This is an optimization exercise on Yosys and OpenROAD, whose aim is small area, a short achievable clock period and few clock cycles per item, not a production implementation. Function was checked by simulation only, so behaviour that the tests miss may differ from the original. Power is estimated from default activity; no workload was simulated.

===== flow/design.v =====
module pxc_morph #(
    parameter integer MAX_W = 64
) (
    input  wire       clk,
    input  wire       rst,           
    input  wire       cfg_valid,
    output wire       cfg_ready,
    input  wire       cfg_op,        
    input  wire [7:0] cfg_tgt,       
    input  wire [7:0] cfg_def,       
    input  wire [6:0] cfg_width,     
    input  wire [7:0] cfg_height,    
    input  wire       in_valid,
    output wire       in_ready,
    input  wire [7:0] in_mask,
    output reg        out_valid,
    input  wire       out_ready,
    output reg  [7:0] out_mask
);
    localparam [7:0] SENTINEL = 8'hFF;
    reg       active;
    reg       cfg_rdy;
    reg       op;
    reg [7:0] tgt;
    reg [7:0] repl;      
    reg [5:0] width;     
    reg       rdy;
    reg       pv;
    reg [7:0] pm;
    reg [5:0] x;
    reg [7:0] hrem;      
    reg       y0, y1;    
    wire [5:0] xp1   = x + 6'd1;
    wire       xlast = (xp1 == width);
    reg        ylast_r;
    wire       ylast = ylast_r;
    reg [5:0] ra;
    reg       flushing;
    reg       fl_last;   
    reg [5:0] fw;        
    reg       go;        
    reg       step_ok;   
    reg       sv;
    reg [7:0] sm;
    reg [7:0] lbm [0:MAX_W-1];
    reg       lba [0:MAX_W-1];
    reg [7:0] pf_m;
    reg       pf_a;
    reg       cv, late0;
    reg [7:0] cval;
    reg       a1, a2;
    wire c_new = (pm   == tgt) || (!op && (pm   == SENTINEL));
    wire c_up  = (pf_m == tgt) || (!op && (pf_m == SENTINEL));
    wire v3    = op ? (pf_a | c_new) : (pf_a & c_new);
    wire agg   = op ? (a2 | a1 | v3) : (a2 & a1 & v3);
    wire interior = !flushing && (x != 6'd0) && !xlast && !y0 && !y1;
    wire [7:0] nv = ((pf_m == SENTINEL) || (interior && !op)) ? repl : pf_m;
    wire       nl = interior && (op || (pf_m == tgt));
    wire [7:0] wm = (ylast && (pm == SENTINEL)) ? repl : pm;
    wire       wa = op ? (c_up | c_new) : (c_up & c_new);
    wire load_norm = go && !y0;
    wire flush_op  = flushing && step_ok;
    wire idle_emit = !flushing && !load_norm && cv && !late0 && step_ok;
    wire emit      = ((load_norm || flush_op) && cv) || idle_emit;
    wire [7:0] res = (late0 && agg) ? tgt : cval;
    reg  ov_n, sv_n;
    always @(*) begin
        ov_n = out_valid && !out_ready;
        sv_n = sv;
        if (!ov_n) begin
            ov_n = sv || emit;
            sv_n = sv && emit;
        end else if (emit) begin
            sv_n = 1'b1;
        end
    end
    wire step_ok_n = !(ov_n && sv_n);
    wire row_end    = go && xlast;
    wire last_px    = row_end && ylast;
    wire flushing_n = last_px || (flushing && !(flush_op && fl_last));
    wire [5:0] fw_n = last_px ? width : fw;
    wire active_n   = active ? !last_px : (cfg_valid && cfg_rdy);
    wire [5:0] x_n  = !active ? 6'd0 : go ? (xlast ? 6'd0 : xp1) : x;
    wire y0_n       = !active ? 1'b1 : row_end ? 1'b0 : y0;
    wire y1_n       = !active ? 1'b0 : row_end ? y0 : y1;
    wire [7:0] hrem_n = !active ? cfg_height : row_end ? hrem - 8'd1 : hrem;
    wire hlast_n    = (hrem_n == 8'd1);
    wire pv_n       = (pv && !go) || (in_valid && rdy);
    wire rop_f   = flushing_n && step_ok_n;
    wire [6:0] ra_u = rop_f ? {1'b0, ra} + 7'd1 : {1'b0, ra};
    wire allow_n = y0_n ? (!flushing_n || (!hlast_n && ({1'b0, x_n} < ra_u)))
                        : (!flushing_n && step_ok_n);
    wire go_n    = pv_n && allow_n;
    wire rop_n       = (go_n && !y0_n) || rop_f;
    wire [5:0] rap1  = ra + 6'd1;
    wire [5:0] ra_n;
    assign ra_n = !rop_n ? ra : (rap1 == (flushing_n ? fw_n : width)) ? 6'd0 : rap1;
    always @(posedge clk) begin
        if (rst) begin
            active    <= 1'b0;
            cfg_rdy   <= 1'b0;
            rdy       <= 1'b0;
            pv        <= 1'b0;
            go        <= 1'b0;
            flushing  <= 1'b0;
            ra        <= 6'd0;
            cv        <= 1'b0;
            out_valid <= 1'b0;
            sv        <= 1'b0;
            step_ok   <= 1'b1;
        end else begin
            active    <= active_n;
            cfg_rdy   <= !active_n;
            pv        <= pv_n;
            rdy       <= !pv_n || allow_n;
            go        <= go_n;
            flushing  <= flushing_n;
            ra        <= ra_n;
            out_valid <= ov_n;
            sv        <= sv_n;
            step_ok   <= step_ok_n;
            if (load_norm || flush_op)
                cv <= 1'b1;
            else if (idle_emit)
                cv <= 1'b0;
        end
    end
    always @(posedge clk) begin
        if (cfg_rdy) begin
            op    <= cfg_op;
            tgt   <= cfg_tgt;
            repl  <= cfg_op ? cfg_tgt : cfg_def;
            width <= cfg_width[5:0];
        end
        if (rdy)
            pm <= in_mask;
        x       <= x_n;
        y0      <= y0_n;
        y1      <= y1_n;
        hrem    <= hrem_n;
        fw      <= fw_n;
        fl_last <= (rap1 == fw_n);
        ylast_r <= hlast_n;
        if (!out_valid || out_ready)
            out_mask <= sv ? sm : res;
        if (emit && (sv || (out_valid && !out_ready)))
            sm <= res;
        if (load_norm || flush_op) begin
            cval  <= nv;
            late0 <= nl;
        end
        if (go) begin
            a1 <= v3;
            a2 <= a1;
            lbm[x] <= wm;
            lba[x] <= wa;
        end
        if (go && (x == ra)) begin
            pf_m <= wm;
            pf_a <= wa;
        end else begin
            pf_m <= lbm[ra];
            pf_a <= lba[ra];
        end
    end
    assign cfg_ready = cfg_rdy;
    assign in_ready  = rdy;
endmodule

===== flow/run.sh =====
#!/bin/bash
# synth_recipe.tcl (not shown) runs the flow's synth.tcl, then flattens the netlist and writes it again
# the make line also repeats each setting of config.mk as NAME=value (left out here)
make -C /OpenROAD-flow-scripts/flow DESIGN_CONFIG=/design/flow/config.mk WORK_HOME=/design/flow/orfs CLKGATE_MAP_FILE= SYNTH_SCRIPT=/design/flow/synth_recipe.tcl finish

===== flow/config.mk =====
export PLATFORM = sky130hd
export DESIGN_NAME = pxc_morph
export DESIGN_NICKNAME = pxc_morph
export VERILOG_FILES = /design/flow/design.v
export SDC_FILE = /design/flow/constraint.sdc
export NUM_CORES = 4
export LEC_CHECK = 0
export CAP_MARGIN = 20
export CORE_MARGIN = 2
export CORE_UTILIZATION = 40
export SLEW_MARGIN = 20

===== flow/constraint.sdc =====
create_clock -name core_clock -period 12.0 [get_ports {clk}]
set_input_delay 2.4000 -clock core_clock [delete_from_list [all_inputs] [get_ports {clk}]]
set_output_delay 2.4000 -clock core_clock [all_outputs]
set_load 0.01 [all_outputs]

==> flow_metrics.env, run 1 <==
export IMPL_run_status="complete, no violations"
export IMPL_cp_buffers_inverters=1
export IMPL_antenna_diode_count=0
export IMPL_cp_slowest_stage_delay_ns=0.47
export IMPL_post_cts_setup_buffer_count=0
export IMPL_drtAntennaViolNets=0
export IMPL_number_of_drc_markers_in_iteration_0=1413
export IMPL_postCtsHoldBufs=0
export IMPL_yosys_most_used_dff="sky130_fd_sc_hd__edfxtp_1"
export IMPL_synthesized_flop_and_latch_total=680
export IMPL_start_util_pct=40.4
export IMPL_grt_most_used_layer="met2"
export IMPL_htreeDepth=3
export IMPL_power_static_leakage_nw=9.76
export IMPL_die_area_um2=71200
export IMPL_drt_wl_cell_um=25.2
export IMPL_cts_inserted_buffers=70
export IMPL_critical_path_cell_chain="clkdlybuf4s50_1 -> nor2b_1 -> a31oi_1 -> nor2_1 -> a21oi_1 -> nand2_1 -> xor2_1 -> ha_1 -> and3_1 -> a221o_1 -> o31ai_1 -> nand3_1 -> o221ai_1"
export IMPL_synth_fp_nets=1566
export IMPL_route_final_wire_length_mm=63.9
export IMPL_sequential_cell_area_fraction_in_the_yosys_report_pct=72.2
export IMPL_first_global_vias=14800
export IMPL_detail_route_drc_violations=0
export IMPL_ctsLongestPathBuffers=3
export IMPL_power_density_cell_area_nw_per_um2=159
export IMPL_area_growth_synth_to_final_pct=13.8
export IMPL_grt_first_pass_wirelength_mm=95.4
export IMPL_worst_ep_required_time_ns=12.51
export IMPL_worstSkewPairLatency_ns=0.61
export IMPL_layout_drive_gt1_share_pct=20.0
export IMPL_synthesis_area_per_instance_um2=18.3
export IMPL_placeableCoreArea_um2=68500
export IMPL_crit_path_start_kind="input pin"
export IMPL_antenna_found_initial=1
export IMPL_grt_setup_unrepaired="false"
export IMPL_detailroute_via_count=14300
export IMPL_finClkSkew_ns=0.0220
export IMPL_post_dp_hpwl_mm=39.2
export IMPL_final_max_tran_viols=0
export IMPL_clkTransAtPathRegs_ns=0.06
export IMPL_routed_via_density=5.65
export IMPL_global_route_overflow_total=0
export IMPL_final_period_minus_worst_setup_slack_ns=5.22
export IMPL_critical_path_arrival_ns=5.73
export IMPL_globalRouteTotalUtil_pct=18.3
export IMPL_achievable_frequency_ghz=0.192
export IMPL_slew_headroom_pct=23.0
export IMPL_die_height_um=267
export IMPL_cts_resized=0
export IMPL_instances_no_fill=2531
export IMPL_synthTopCellsByCount="sky130_fd_sc_hd__edfxtp_1 (634), sky130_fd_sc_hd__mux4_2 (120), sky130_fd_sc_hd__nor2_1 (115), sky130_fd_sc_hd__nand2_1 (73), sky130_fd_sc_hd__mux2i_1 (56)"
export IMPL_yosys_cell_count_top_type="sky130_fd_sc_hd__edfxtp_1"
export IMPL_gp_routability_congestion=0.804
export IMPL_netlist_cell_type_count=75
export IMPL_globalRouteMet3Util_pct=3.01
export IMPL_ir_drop_mv=0.0816
export IMPL_port_buffers=54
export IMPL_tns_ns=0
export IMPL_final_min_period_over_clock_period_pct=43.5
export IMPL_drv_max_cap_violation_count=0
export IMPL_nNetsFinal=1648
export IMPL_hold_path_class="register to register"
export IMPL_mappedNetlistArea_um2=27600
export IMPL_cp_top_family="compound AO/OA/AOI/OAI gates"
export IMPL_critPathMaxFanout=7
export IMPL_drt_pass1_iter_count=5
export IMPL_met2_usage_pct=30.0
export IMPL_final_area_um2=31500
export IMPL_final_hold_viol_count=0
export IMPL_setup_viols_final=0
export IMPL_whs_ns=0.397
export IMPL_yosys_area_top_type_share_pct=68.9
export IMPL_postPlaceCellArea_um2=29000
export IMPL_share_of_flip_flops_with_an_asynchronous_set_or_reset_after_synthesis_pct=0
export IMPL_floorplan_die_width_um=267
export IMPL_clk_root_buffer_cell="sky130_fd_sc_hd__clkbuf_16"
export IMPL_placed_cells_incl_taps=2402
export IMPL_synthCells=1512
export IMPL_floorplan_io_pins=56
export IMPL_worstSetupEndpointType="register"
export IMPL_timing_worst_slew_pin_value_ns=1.15
export IMPL_yosys_warnings=1
export IMPL_cts_num_sinks=680
export IMPL_synth_edf_count=634
export IMPL_timing_worst_setup_path_type="input pin to register"
export IMPL_synth_largest_area_cell="sky130_fd_sc_hd__edfxtp_1"
export IMPL_grt_start_max_net_pins=123
export IMPL_tritoncts_clock_tree="yes"
export IMPL_global_route_usage_met1_pct=24.7
export IMPL_rows=96
export IMPL_critPathSlowestCell="sky130_fd_sc_hd__nor2_1"
export IMPL_synth_top_cells_by_area="sky130_fd_sc_hd__edfxtp_1 (69%), sky130_fd_sc_hd__mux4_2 (9.8%), sky130_fd_sc_hd__dfxtp_1 (3.3%)"
## worst paths after layout
path              slack [ns]  cells past startpoint           endpoint                from
hold / removal          0.40                      0           register  ra[1]$_SDFFE_PP0P_
setup reg to reg        7.12                     10  lba[48]$_DFFE_PP_            register
setup / recovery        6.78                     13     rdy$_SDFF_PP0_           out_ready
hold reg to reg         0.40                      0           register  ra[1]$_SDFFE_PP0P_
## cell families after synthesis
| group | share of synthesized area [%] |
|---|---|
| flops | 72.2 |
| buf+inv | 1.97 |
| simple gates | 5.36 |
| xor+xnor | 1.36 |
| compound gates | 3.65 |
| mux | 15.0 |
| fa+ha+maj | 0.408 |
## registers in the layout (all words and copies together), names as in the netlist, 6 cells and up, named ones only
name / count
hrem: 8
x: 6
sm: 8
repl: 8
cval: 8
lba: 64
fw: 6
tgt: 8
pm: 8
lbm: 512
width: 6
ra: 6
out_mask: 8
## layout by cell type, fill, tap and decap left out, drive strengths merged, types with 6 or more instances in the layout
| master | count |
|---|---|
| ha | 9 |
| xor2 | 22 |
| nand3 | 28 |
| and3 | 15 |
| nor2b | 18 |
| nand2 | 73 |
| buf | 23 |
| o21ai | 22 |
| edfxtp | 634 |
| xnor2 | 21 |
| nor2 | 116 |
| o211ai | 6 |
| mux4 | 135 |
| nor3 | 12 |
| clkbuf | 87 |
| nand4 | 19 |
| a22oi | 27 |
| and2 | 8 |
| o22ai | 7 |
| clkinv | 25 |
| dfxtp | 46 |
| bufinv | 8 |
| mux2i | 56 |
| a31oi | 9 |
| inv | 25 |
| mux2 | 43 |
| a21oi | 28 |
| clkinvlp | 7 |
| clkdlybuf4s50 | 54 |
## cell type report
type / instances / area, um2
inverters: 25 / 93.8
repair buffers: 77 / 738
multi-input cells: 740 / 7190
well taps: 882 / 1100
flip-flops and latches: 680 / 20000
clock inverters: 40 / 435
fillers: 5762 / 37000
clock buffers: 87 / 1920
## routing by layer
layer	routed length (um)	vias to the layer above
met5	0	-
met4	1710	0
met3	3740	104
met2	31300	502
met1	27200	7436
li1	-	6267
## per-stage QoR
| step | total power [mW] | setup WS (ns) | util [%] |
|---|---|---|---|
| after floorplan | 2.75 | 7.30 | - |
| after global placement | 2.81 | 6.30 | 42.4 |
| after detailed placement | 2.82 | 6.26 | 42.4 |
| after CTS | 5.03 | 6.67 | 45.9 |
| after global routing | 5.13 | 6.52 | 45.9 |
| final | 4.99 | 6.78 | 45.9 |
## power breakdown
group	internal, mW	switching [mW]	total (mW)
Sequential	2.62	0.0187	2.64
Combinational	0.0426	0.0816	0.124
Clock	1.32	0.905	2.22
Testbench counts, summed over its fixed seeds: cycles 63,623, items 62,259.
==> run 2, diff against run 1 <==
--- a/flow/design.v
+++ b/flow/design.v
@@ -40,10 +40,8 @@
     reg [5:0] fw;        
     reg       go;        
     reg       step_ok;   
-    reg       sv;
-    reg [7:0] sm;
-    reg [7:0] lbm [0:MAX_W-1];
-    reg       lba [0:MAX_W-1];
+    reg       v1, v2;    
+    reg [7:0] e1, e2;
     reg [7:0] pf_m;
     reg       pf_a;
     reg       cv, late0;
@@ -63,18 +61,8 @@
     wire idle_emit = !flushing && !load_norm && cv && !late0 && step_ok;
     wire emit      = ((load_norm || flush_op) && cv) || idle_emit;
     wire [7:0] res = (late0 && agg) ? tgt : cval;
-    reg  ov_n, sv_n;
-    always @(*) begin
-        ov_n = out_valid && !out_ready;
-        sv_n = sv;
-        if (!ov_n) begin
-            ov_n = sv || emit;
-            sv_n = sv && emit;
-        end else if (emit) begin
-            sv_n = 1'b1;
-        end
-    end
-    wire step_ok_n = !(ov_n && sv_n);
+    wire take      = out_valid && out_ready;
+    wire step_ok_n = !v2 && !(v1 && emit);
     wire row_end    = go && xlast;
     wire last_px    = row_end && ylast;
     wire flushing_n = last_px || (flushing && !(flush_op && fl_last));
@@ -85,10 +73,11 @@
     wire y1_n       = !active ? 1'b0 : row_end ? y0 : y1;
     wire [7:0] hrem_n = !active ? cfg_height : row_end ? hrem - 8'd1 : hrem;
     wire hlast_n    = (hrem_n == 8'd1);
+    wire hlast_a    = row_end ? (hrem == 8'd2) : ylast_r;
     wire pv_n       = (pv && !go) || (in_valid && rdy);
     wire rop_f   = flushing_n && step_ok_n;
     wire [6:0] ra_u = rop_f ? {1'b0, ra} + 7'd1 : {1'b0, ra};
-    wire allow_n = y0_n ? (!flushing_n || (!hlast_n && ({1'b0, x_n} < ra_u)))
+    wire allow_n = y0_n ? (!flushing_n || (!hlast_a && ({1'b0, x_n} < ra_u)))
                         : (!flushing_n && step_ok_n);
     wire go_n    = pv_n && allow_n;
     wire rop_n       = (go_n && !y0_n) || rop_f;
@@ -106,7 +95,8 @@
             ra        <= 6'd0;
             cv        <= 1'b0;
             out_valid <= 1'b0;
-            sv        <= 1'b0;
+            v1        <= 1'b0;
+            v2        <= 1'b0;
             step_ok   <= 1'b1;
         end else begin
             active    <= active_n;
@@ -116,8 +106,17 @@
             go        <= go_n;
             flushing  <= flushing_n;
             ra        <= ra_n;
-            out_valid <= ov_n;
-            sv        <= sv_n;
+            if (take) begin
+                out_valid <= v1 || emit;
+                v1        <= v2 || (v1 && emit);
+                v2        <= v2 && emit;
+            end else if (!out_valid) begin
+                out_valid <= emit;
+            end else if (!v1) begin
+                v1        <= emit;
+            end else begin
+                v2        <= v2 || emit;
+            end
             step_ok   <= step_ok_n;
             if (load_norm || flush_op)
                 cv <= 1'b1;
@@ -141,10 +140,14 @@
         fw      <= fw_n;
         fl_last <= (rap1 == fw_n);
         ylast_r <= hlast_n;
-        if (!out_valid || out_ready)
-            out_mask <= sv ? sm : res;
-        if (emit && (sv || (out_valid && !out_ready)))
-            sm <= res;
+        if (take || !out_valid)
+            out_mask <= v1 ? e1 : res;
+        if (take)
+            e1 <= v2 ? e2 : res;
+        else if (!v1)
+            e1 <= res;
+        if (take || !v2)
+            e2 <= res;
         if (load_norm || flush_op) begin
             cval  <= nv;
             late0 <= nl;
@@ -152,17 +155,37 @@
         if (go) begin
             a1 <= v3;
             a2 <= a1;
-            lbm[x] <= wm;
-            lba[x] <= wa;
         end
         if (go && (x == ra)) begin
             pf_m <= wm;
             pf_a <= wa;
         end else begin
-            pf_m <= lbm[ra];
-            pf_a <= lba[ra];
+            {pf_a, pf_m} <= rd;
         end
     end
+    wire [9*MAX_W-1:0] lb;
+    genvar i;
+    generate
+        for (i = 0; i < MAX_W; i = i + 1) begin : col
+            reg [8:0] e;
+            always @(posedge clk)
+                if (go && (x == i))
+                    e <= {wa, wm};
+            assign lb[9*i +: 9] = e;
+        end
+    endgenerate
+    wire [9*16-1:0] rd1;
+    wire [9*4-1:0]  rd2;
+    wire [8:0]      rd;
+    generate
+        for (i = 0; i < 16; i = i + 1) begin : rm1
+            assign rd1[9*i +: 9] = lb[9*(4*i + ra[1:0]) +: 9];
+        end
+        for (i = 0; i < 4; i = i + 1) begin : rm2
+            assign rd2[9*i +: 9] = rd1[9*(4*i + ra[3:2]) +: 9];
+        end
+    endgenerate
+    assign rd = rd2[9*ra[5:4] +: 9];
     assign cfg_ready = cfg_rdy;
     assign in_ready  = rdy;
 endmodule
==> flow_metrics.env, run 2 <==
export IMPL_run_status="complete, no violations"
export IMPL_number_of_flip_flops_under_the_largest_register_name=576
export IMPL_area_growth_synth_to_final_pct=13.9
export IMPL_floorplan_die_width_um=268
export IMPL_detail_route_drc_violations=0
export IMPL_rows=96
export IMPL_final_period_minus_worst_setup_slack_ns=4.40
export IMPL_global_route_overflow_total=0
export IMPL_share_of_flip_flops_with_an_asynchronous_set_or_reset_after_synthesis_pct=0
export IMPL_slew_headroom_pct=26.8
export IMPL_die_height_um=268
export IMPL_cts_resized=0
export IMPL_finalCoreUtilization_pct=46.1
export IMPL_post_cts_setup_buffer_count=0
export IMPL_final_hold_viol_count=0
export IMPL_cts_num_sinks=692
export IMPL_first_global_vias=13400
export IMPL_nNetsFinal=1551
export IMPL_met2_usage_pct=27.0
export IMPL_yosys_cell_count_top_type="sky130_fd_sc_hd__edfxtp_1"
export IMPL_route_final_wire_length_mm=60.4
export IMPL_post_dp_hpwl_mm=37.0
export IMPL_finClkSkew_ns=0.0230
export IMPL_largest_register="col.e"
export IMPL_detailroute_via_count=13500
export IMPL_grt_start_max_net_pins=99
export IMPL_gp_routability_congestion=0.787
export IMPL_grt_first_pass_wirelength_mm=88.8
export IMPL_synth_edf_count=634
export IMPL_mappedNetlistArea_um2=27900
export IMPL_timing_worst_setup_path_type="register to register"
export IMPL_hold_path_class="register to register"
export IMPL_final_cell_mix="sky130_fd_sc_hd__edfxtp_1 (634), sky130_fd_sc_hd__mux4_2 (189), sky130_fd_sc_hd__nor2_1 (114), sky130_fd_sc_hd__clkbuf_16 (77), sky130_fd_sc_hd__dfxtp_1 (55)"
export IMPL_tritoncts_clock_tree="yes"
export IMPL_tns_ns=0
export IMPL_yosys_most_used_dff="sky130_fd_sc_hd__edfxtp_1"
export IMPL_yosys_area_top_type_share_pct=68.4
export IMPL_start_util_pct=40.5
export IMPL_port_buffers=54
export IMPL_layout_drive_gt1_share_pct=24.6
export IMPL_fillerInstances=5716
export IMPL_synthesized_flop_and_latch_total=692
export IMPL_htreeDepth=3
export IMPL_critical_path_arrival_ns=4.95
export IMPL_crit_path_start_kind="register"
export IMPL_worst_ep_required_time_ns=12.54
export IMPL_floorplan_io_pins=56
export IMPL_synthTopCellsByCount="sky130_fd_sc_hd__edfxtp_1 (634), sky130_fd_sc_hd__mux4_2 (189), sky130_fd_sc_hd__nor2_1 (118), sky130_fd_sc_hd__dfxtp_1 (58)"
export IMPL_antenna_found_initial=2
export IMPL_final_min_period_over_clock_period_pct=36.7
export IMPL_synth_fp_nets=1477
export IMPL_ir_drop_mv=0.107
export IMPL_clkTransAtPathRegs_ns=0.06
export IMPL_cts_inserted_buffers=71
export IMPL_power_density_cell_area_nw_per_um2=156
export IMPL_critPathMaxFanout=11
export IMPL_power_static_leakage_nw=9.46
export IMPL_global_route_usage_met1_pct=24.2
export IMPL_die_area_um2=71800
export IMPL_globalRouteTotalUtil_pct=16.9
export IMPL_ctsLongestPathBuffers=3
export IMPL_clk_root_buffer_cell="sky130_fd_sc_hd__clkbuf_16"
export IMPL_setup_viols_final=0
export IMPL_worstSetupEndpointType="register"
export IMPL_number_of_drc_markers_in_iteration_0=1323
export IMPL_grt_most_used_layer="met2"
export IMPL_timing_worst_slew_pin_value_ns=1.09
export IMPL_postCtsHoldBufs=0
export IMPL_routed_via_density=5.44
export IMPL_drtAntennaViolNets=0
export IMPL_placeableCoreArea_um2=68800
export IMPL_drt_wl_cell_um=24.3
export IMPL_sequential_cell_area_fraction_in_the_yosys_report_pct=72.5
export IMPL_grt_setup_unrepaired="false"
export IMPL_final_max_tran_viols=0
export IMPL_netlist_cell_type_count=64
export IMPL_drt_pass1_iter_count=6
export IMPL_worstSkewPairLatency_ns=0.61
export IMPL_layout_cells_most_common="sky130_fd_sc_hd__edfxtp_1"
export IMPL_globalRouteMet3Util_pct=2.69
export IMPL_yosys_warnings=1
export IMPL_synthCells=1420
export IMPL_drv_max_cap_violation_count=0
export IMPL_synth_top_cells_by_area="sky130_fd_sc_hd__edfxtp_1 (68%), sky130_fd_sc_hd__mux4_2 (15%), sky130_fd_sc_hd__dfxtp_1 (4.2%)"
export IMPL_achievable_frequency_ghz=0.227
export IMPL_synthesis_area_per_instance_um2=19.6
export IMPL_synth_largest_area_cell="sky130_fd_sc_hd__edfxtp_1"
-- run 2: critical path, cell delays in order (launching register included) --
cell,delay (ns)
sky130_fd_sc_hd__dfxtp_1,0.52
sky130_fd_sc_hd__ha_1,0.45
sky130_fd_sc_hd__nand2b_1,0.12
sky130_fd_sc_hd__o211a_1,0.25
sky130_fd_sc_hd__o32ai_2,0.58
sky130_fd_sc_hd__nand3_1,0.52
sky130_fd_sc_hd__nand2_1,0.37
sky130_fd_sc_hd__nor2_1,0.11
sky130_fd_sc_hd__ha_1,0.33
sky130_fd_sc_hd__a21oi_1,0.18
sky130_fd_sc_hd__nor2b_1,0.06
sky130_fd_sc_hd__o21ai_0,0.17
sky130_fd_sc_hd__nand2b_1,0.07
sky130_fd_sc_hd__a211oi_1,0.27
sky130_fd_sc_hd__a21o_1,0.21
sky130_fd_sc_hd__o21ba_2,0.13
-- run 2: path summary, 6_finish.rpt --
path	from	end	slack, ns	cells past startpoint
worst max register to register	x[0]$_DFF_P_	rdy$_SDFF_PP0_	7.60	15
worst max-delay path	x[0]$_DFF_P_	rdy$_SDFF_PP0_	7.60	15
worst min-delay path	fw[1]$_DFF_P_	fw[1]$_DFF_P_	0.46	2
worst min register to register	fw[1]$_DFF_P_	fw[1]$_DFF_P_	0.46	2
-- run 2: routing by layer --
layer | wire (um) | vias up
met5 | 0 | -
met1 | 26400 | 7145
met4 | 1130 | 0
met2 | 29400 | 384
li1 | - | 5903
met3 | 3430 | 67
-- run 2: power breakdown --
group | internal (mW) | total (mW) | switching, mW
sequential | 2.65 | 2.67 | 0.0196
clock | 1.26 | 2.16 | 0.897
combinational | 0.0478 | 0.116 | 0.0680
total | 3.96 | 4.94 | 0.984
-- run 2: through the flow --
stage	setup slack [ns]	cell area, um2	hold slack [ns]	cells	power, mW
after global routing	7.29	31700	0.502	2481	5.08
after detailed placement	7.57	29400	0.450	2352	2.84
after floorplan	7.81	27900	0.426	1420	2.78
final	7.60	31700	0.460	2482	4.94
after global placement	7.57	29400	0.444	2352	2.83
after CTS	7.54	31700	0.458	2481	4.98
-- run 2: cell type report --
type                    count  area [um2]  share of cell area, %
repair buffers             72         688                   2.17
inverters                  11        41.3                  0.130
clock inverters            33         241                  0.761
multi-input cells         646        7320                   23.1
flip-flops and latches    692       20200                   63.7
clock buffers              96        2050                   6.46
diodes                      1        2.50                0.00789
well taps                 931        1160                   3.67
-- run 2: cells by family after synthesis --
| group | synth area share [%] |
|---|---|
| xor+xnor | 1.79 |
| mux | 17.4 |
| buf+inv | 1.31 |
| compound gates | 2.36 |
| simple gates | 4.07 |
| fa+ha+maj | 0.539 |
| flops | 72.5 |
Testbench counts of run 2, summed over its fixed seeds: cycles 63,623, items 62,259.

[separate check: timing with driven ports]
In the flow no input, the clock included, has a driving cell. The finished layouts below were timed again as built, in two steps.
Step 1 sets driving cells, clkbuf_16 on the clock port and buf_2 on the other inputs (assumed; they add their load-dependent delay and slew).
Step 2 times the ports against the registers' clock, not the clock port: input delays grow and output delays shrink by t, the midpoint of the rising clock arrivals with the driver on.
Three values: no drivers, after step 1, after step 2; two values: the first two.
run | t, ns | setup WS [ns] | latest minus earliest clock arrival (ns) | worst slew at a driven data input, ns | cell pins on the clock port's net
run 1 | 0.657 | 6.778 / 6.816 / 6.159 | 0.025 / 0.025 | 0.04 | 1
run 2 | 0.659 | 7.597 / 7.597 / 7.597 | 0.032 / 0.032 | 0.04 | 1
After both steps every run listed still meets setup and hold. For run 1, which loses most, drivers alone change the setup slack by +0.038 ns; drivers and shift together by -0.619 ns.
